From an optimization exercise on the open Yosys and OpenROAD flow, aimed at small area, a short achievable clock period and few clock cycles; shortcuts taken in it are not production practice. Only simulation tests tie the RTL to the original design; equivalence was not proved. Power figures rest on the tool's default switching activity, not on a simulated workload.

== before ==
==> flow/design.v <==
module fpmc_alu (
    input  wire        clk,
    input  wire        rst,         
    input  wire        in_valid,
    output wire        in_ready,
    input  wire [2:0]  op,
    input  wire [4:0]  bits,
    input  wire [63:0] opa,
    input  wire [31:0] opb,
    output wire        out_valid,
    input  wire        out_ready,
    output wire [63:0] res,
    output wire [3:0]  code
);
    localparam [2:0] OP_QUANT_B   = 3'd0;
    localparam [2:0] OP_QUANT_C   = 3'd1;
    localparam [2:0] OP_DEQUANT_B = 3'd2;
    localparam [2:0] OP_DEQUANT_C = 3'd3;
    localparam [2:0] OP_LIMRANGE  = 3'd4;
    localparam [2:0] OP_EXTRACT   = 3'd5;
    localparam [2:0] OP_RAMP      = 3'd6;
    localparam [33:0] LR_SAT = 34'h3_6F6F_6F5C;
    reg        s1v;           
    reg        rdy;           
    reg        m_one;         
    reg        m_step;        
    reg        m_c1;          
    reg        m_c2;          
    reg        m_l1;          
    reg        m_lh;          
    reg        m_l5;          
    reg [2:0]  op_q;
    reg [4:0]  bits_q;
    reg        sgn;           
    reg        ovf35;         
    reg [2:0]  hi3;           
    reg [31:0] I;             
    reg [40:0] R;             
    reg [35:0] N;             
    reg [15:0] Q;             
    reg [4:0]  cnt;
    reg        cs;            
    reg        ov;
    reg [34:0] res_q;
    reg        r63;
    reg        c_ill, c_bad;
    assign in_ready  = rdy;
    assign out_valid = ov;
    assign res  = {r63, 28'd0, res_q};
    assign code = {1'b0, c_bad, c_bad | c_ill, c_bad};
    wire m_lr = m_l1 | m_lh | m_l5;
    wire [41:0] ax = m_lr ? {9'd0, R[40:8]} :
                     m_c1 ? {1'b0, R}       : {R, 1'b1};
    wire [41:0] ay = m_l1 ? {7'd0, I, 3'd0} :
                     m_lh ? {2'd0, I, 8'd0} :
                     m_l5 ? {4'd0, I, 6'd0} : {41'd0, m_c2 & cs};
    wire [41:0] az = m_c1 ? {10'd0, I} : {6'd0, N};
    wire [41:0] sum  = ax + ay + ~az + 42'd1;
    wire        fits = ~sum[41];
    wire [15:0] q_up  = Q + 16'd1;
    wire [15:0] q_dn  = Q - 16'd1;
    wire [15:0] q_fin = !fits ? Q : (cs ? q_dn : q_up);
    wire bits_ok = (bits_q != 5'd0) && (bits_q <= 5'd16);
    wire rp_bad  = (N[31:1] == 31'd0) || (I >= N[31:0]);
    wire [34:0] a35   = {hi3, I};
    wire        ovf34 = ovf35 | hi3[2];
    wire [33:0] qb_m  = ovf34 ? 34'h3_FFFF_FFFF : a35[33:0];
    reg  [2:0]  qb_e;
    reg  [11:0] qb_win;
    always @(*) begin
        if (qb_m[33:29] == 5'd0) begin
            qb_e = 3'd3; qb_win = qb_m[28:17];
        end else if (qb_m[33:30] == 4'd0) begin
            qb_e = 3'd2; qb_win = qb_m[29:18];
        end else if (qb_m[33:31] == 3'd0) begin
            qb_e = 3'd1; qb_win = qb_m[30:19];
        end else if (qb_m[33:32] == 2'd0) begin
            qb_e = 3'd0; qb_win = qb_m[31:20];
        end else if (qb_m[33] == 1'b0) begin
            qb_e = 3'd7; qb_win = qb_m[32:21];
        end else begin
            qb_e = 3'd6; qb_win = qb_m[33:22];
        end
    end
    wire [9:0]  qb_inc  = {1'b0, qb_win[11:3]} + {9'd0, qb_win[2]};
    wire [8:0]  qb_mant = qb_inc[9] ? 9'h1FF : qb_inc[8:0];
    wire [15:0] quant_b = {sgn, qb_e, qb_mant, 3'd0};
    wire [15:0] qc_inc  = {1'b0, a35[34:20]} + {15'd0, a35[19]};
    wire [14:0] qc_v    = (ovf35 | qc_inc[15]) ? 15'h7FFF : qc_inc[14:0];
    wire [15:0] quant_c = {sgn, qc_v};
    wire [15:0] dq_w = I[15:0];
    reg  [33:0] dqb_mag;
    reg         dqb_bad;
    always @(*) begin
        dqb_bad = 1'b0;
        case (dq_w[14:12])
            3'd3:    dqb_mag = {5'd0, dq_w[11:3], 20'd0};
            3'd2:    dqb_mag = {4'd0, dq_w[11:3], 21'd0};
            3'd1:    dqb_mag = {3'd0, dq_w[11:3], 22'd0};
            3'd0:    dqb_mag = {2'd0, dq_w[11:3], 23'd0};
            3'd7:    dqb_mag = {1'd0, dq_w[11:3], 24'd0};
            3'd6:    dqb_mag = {dq_w[11:3], 25'd0};
            default: begin dqb_mag = 34'd0; dqb_bad = 1'b1; end
        endcase
    end
    wire [15:0] extract = dq_w >> (5'd16 - bits_q);
    reg [34:0] nres;
    reg        n63, nill, nbad;
    always @(*) begin
        nres = 35'd0; n63 = 1'b0; nill = 1'b0; nbad = 1'b0;
        if (m_c2) begin
            if (!bits_ok)      nill = 1'b1;
            else if (rp_bad)   nbad = 1'b1;
            else               nres = {19'd0, q_fin};
        end else if (m_l5) begin
            nres = ovf34 ? {1'b0, LR_SAT} : {1'b0, sum[37:4]};
            n63  = sgn;
        end else begin
            case (op_q)
                OP_QUANT_B:   nres = {19'd0, quant_b};
                OP_QUANT_C:   nres = {19'd0, quant_c};
                OP_DEQUANT_B: begin
                    if (dqb_bad) nbad = 1'b1;
                    else begin nres = {1'b0, dqb_mag}; n63 = dq_w[15]; end
                end
                OP_DEQUANT_C: begin nres = {dq_w[14:0], 20'd0}; n63 = dq_w[15]; end
                OP_EXTRACT: begin
                    if (!bits_ok) nill = 1'b1;
                    else          nres = {19'd0, extract};
                end
                default: nill = 1'b1;
            endcase
        end
    end
    wire s1_last = m_one | m_c2 | m_l5;
    wire accept  = in_valid && rdy;
    wire s1_done = s1v && s1_last && (!ov || out_ready);
    wire a_ramp = (op == OP_RAMP);
    wire a_lr   = (op == OP_LIMRANGE);
    wire s1v_n  = accept | (s1v & ~s1_done);
    wire ov_n   = s1_done | (ov & ~out_ready);
    wire last_n = accept ? ~(a_ramp | a_lr) :
                  (m_one | m_c2 | m_l5 | m_c1 | (m_lh & cnt[1]));
    always @(posedge clk) begin
        if (rst) begin
            s1v <= 1'b0;
            ov  <= 1'b0;
            rdy <= 1'b0;
        end else begin
            s1v <= s1v_n;
            ov  <= ov_n;
            rdy <= ~s1v_n | (last_n & ~ov_n);
        end
        if (s1_done) begin
            res_q <= nres;
            r63   <= n63;
            c_ill <= nill;
            c_bad <= nbad;
        end
        if (rdy) begin
            m_one  <= ~(a_ramp | a_lr);
            m_step <= a_ramp;
            m_c1   <= 1'b0;
            m_c2   <= 1'b0;
            m_l1   <= a_lr;
            m_lh   <= 1'b0;
            m_l5   <= 1'b0;
            op_q   <= op;
            bits_q <= bits;
            sgn    <= opa[63];
            ovf35  <= (opa[62:35] != 28'd0);
            hi3    <= opa[34:32];
            I      <= a_lr ? opa[33:2] : opa[31:0];
            R      <= a_lr ? {opa[33:2], 9'd0} : {9'd0, opa[31:0]};
            N      <= a_ramp ? {4'd0, opb} : 36'd0;
            Q      <= 16'd0;
            cnt    <= a_lr ? 5'd0 : bits;
        end else begin
            if (m_step) begin
                R   <= fits ? sum[40:0] : {R[39:0], 1'b0};
                Q   <= {Q[14:0], fits};
                cnt <= cnt - 5'd1;
                if (cnt == 5'd1) begin
                    m_step <= 1'b0;
                    m_c1   <= 1'b1;
                end
            end
            if (m_c1) begin
                cs   <= sum[41];
                R    <= sum[41] ? ~sum[40:0] : sum[40:0];
                m_c1 <= 1'b0;
                m_c2 <= 1'b1;
            end
            if (m_l1) begin
                N    <= sum[35:0];
                R    <= 41'd0;
                m_l1 <= 1'b0;
                m_lh <= 1'b1;
            end
            if (m_lh) begin
                R   <= sum[40:0];
                cnt <= cnt + 5'd1;
                if (cnt[1]) begin
                    m_lh <= 1'b0;
                    m_l5 <= 1'b1;
                end
            end
        end
    end
endmodule
Settings: LEC_CHECK=0, CAP_MARGIN=20, CORE_MARGIN=2, CORE_UTILIZATION=40, PLACE_DENSITY=0.6, SLEW_MARGIN=20; clock period 11.0 ns.
run.sh (not shown) runs the stock make flow with config.mk's settings and CLKGATE_MAP_FILE= SYNTH_SCRIPT=/design/flow/synth_recipe.tcl, a recipe that flattens the netlist after the stock synthesis.
before was carried through to the last stage, and its layout satisfied the timing, design-rule and antenna checks.
Testbench counts of before, summed over its fixed seeds: cycles 41,929.
The following lists how after was set up differently from before:
Settings: setting SETUP_SLACK_MARGIN to 5 for the first time; changing CORE_UTILIZATION from 40 to 50.
Results
The critical-path cell with the highest stage delay comes out sky130_fd_sc_hd__dfxtp_4 in one run and sky130_fd_sc_hd__or3b_4 in the other, namely in before and after respectively. Cmp after vs before: final critical-path share of the clock period lower in after. STATUS shortest clock period the worst path allows after layout: after wins against before. Re wire length on met1: before was higher than after. Routed wire length in after vs before: up 0.73%. Summary: with before as the reference, total power in after moved up by a few percent. On hold slack: between before and after, it ends up lower for before. Fraction of final layout cells sized beyond drive strength 1 was lower in the run labelled before.

what the ideal ports hide:
The flow's constraints put no driver on any port. The routed layouts listed below were extracted and timed again, unchanged, in two steps.
Step 1, drivers: a clkbuf_16 drives clk and a buf_2 each remaining input, both assumed.
Step 2, shift: input delay + t, output delay - t, t = (earliest + latest rising clock arrival at the registers) / 2. This alone moves slack from input paths to output paths.
a / b / c = no drivers / after step 1 / after step 2; a / b = the first two.
run | shift t [ns] | setup slack, ns | hold slack, ns | worst register clock-pin slew, ns | worst slew at a driven data input, ns
before | 0.524 | 4.269 / 4.269 / 4.269 | 0.474 / 0.474 / 0.474 | 0.09 / 0.09 | 0.04
after | 0.531 | 5.258 / 5.258 / 5.258 | 0.509 / 0.509 / 0.509 | 0.08 / 0.08 | 0.04
After both steps every run listed still meets setup and hold.
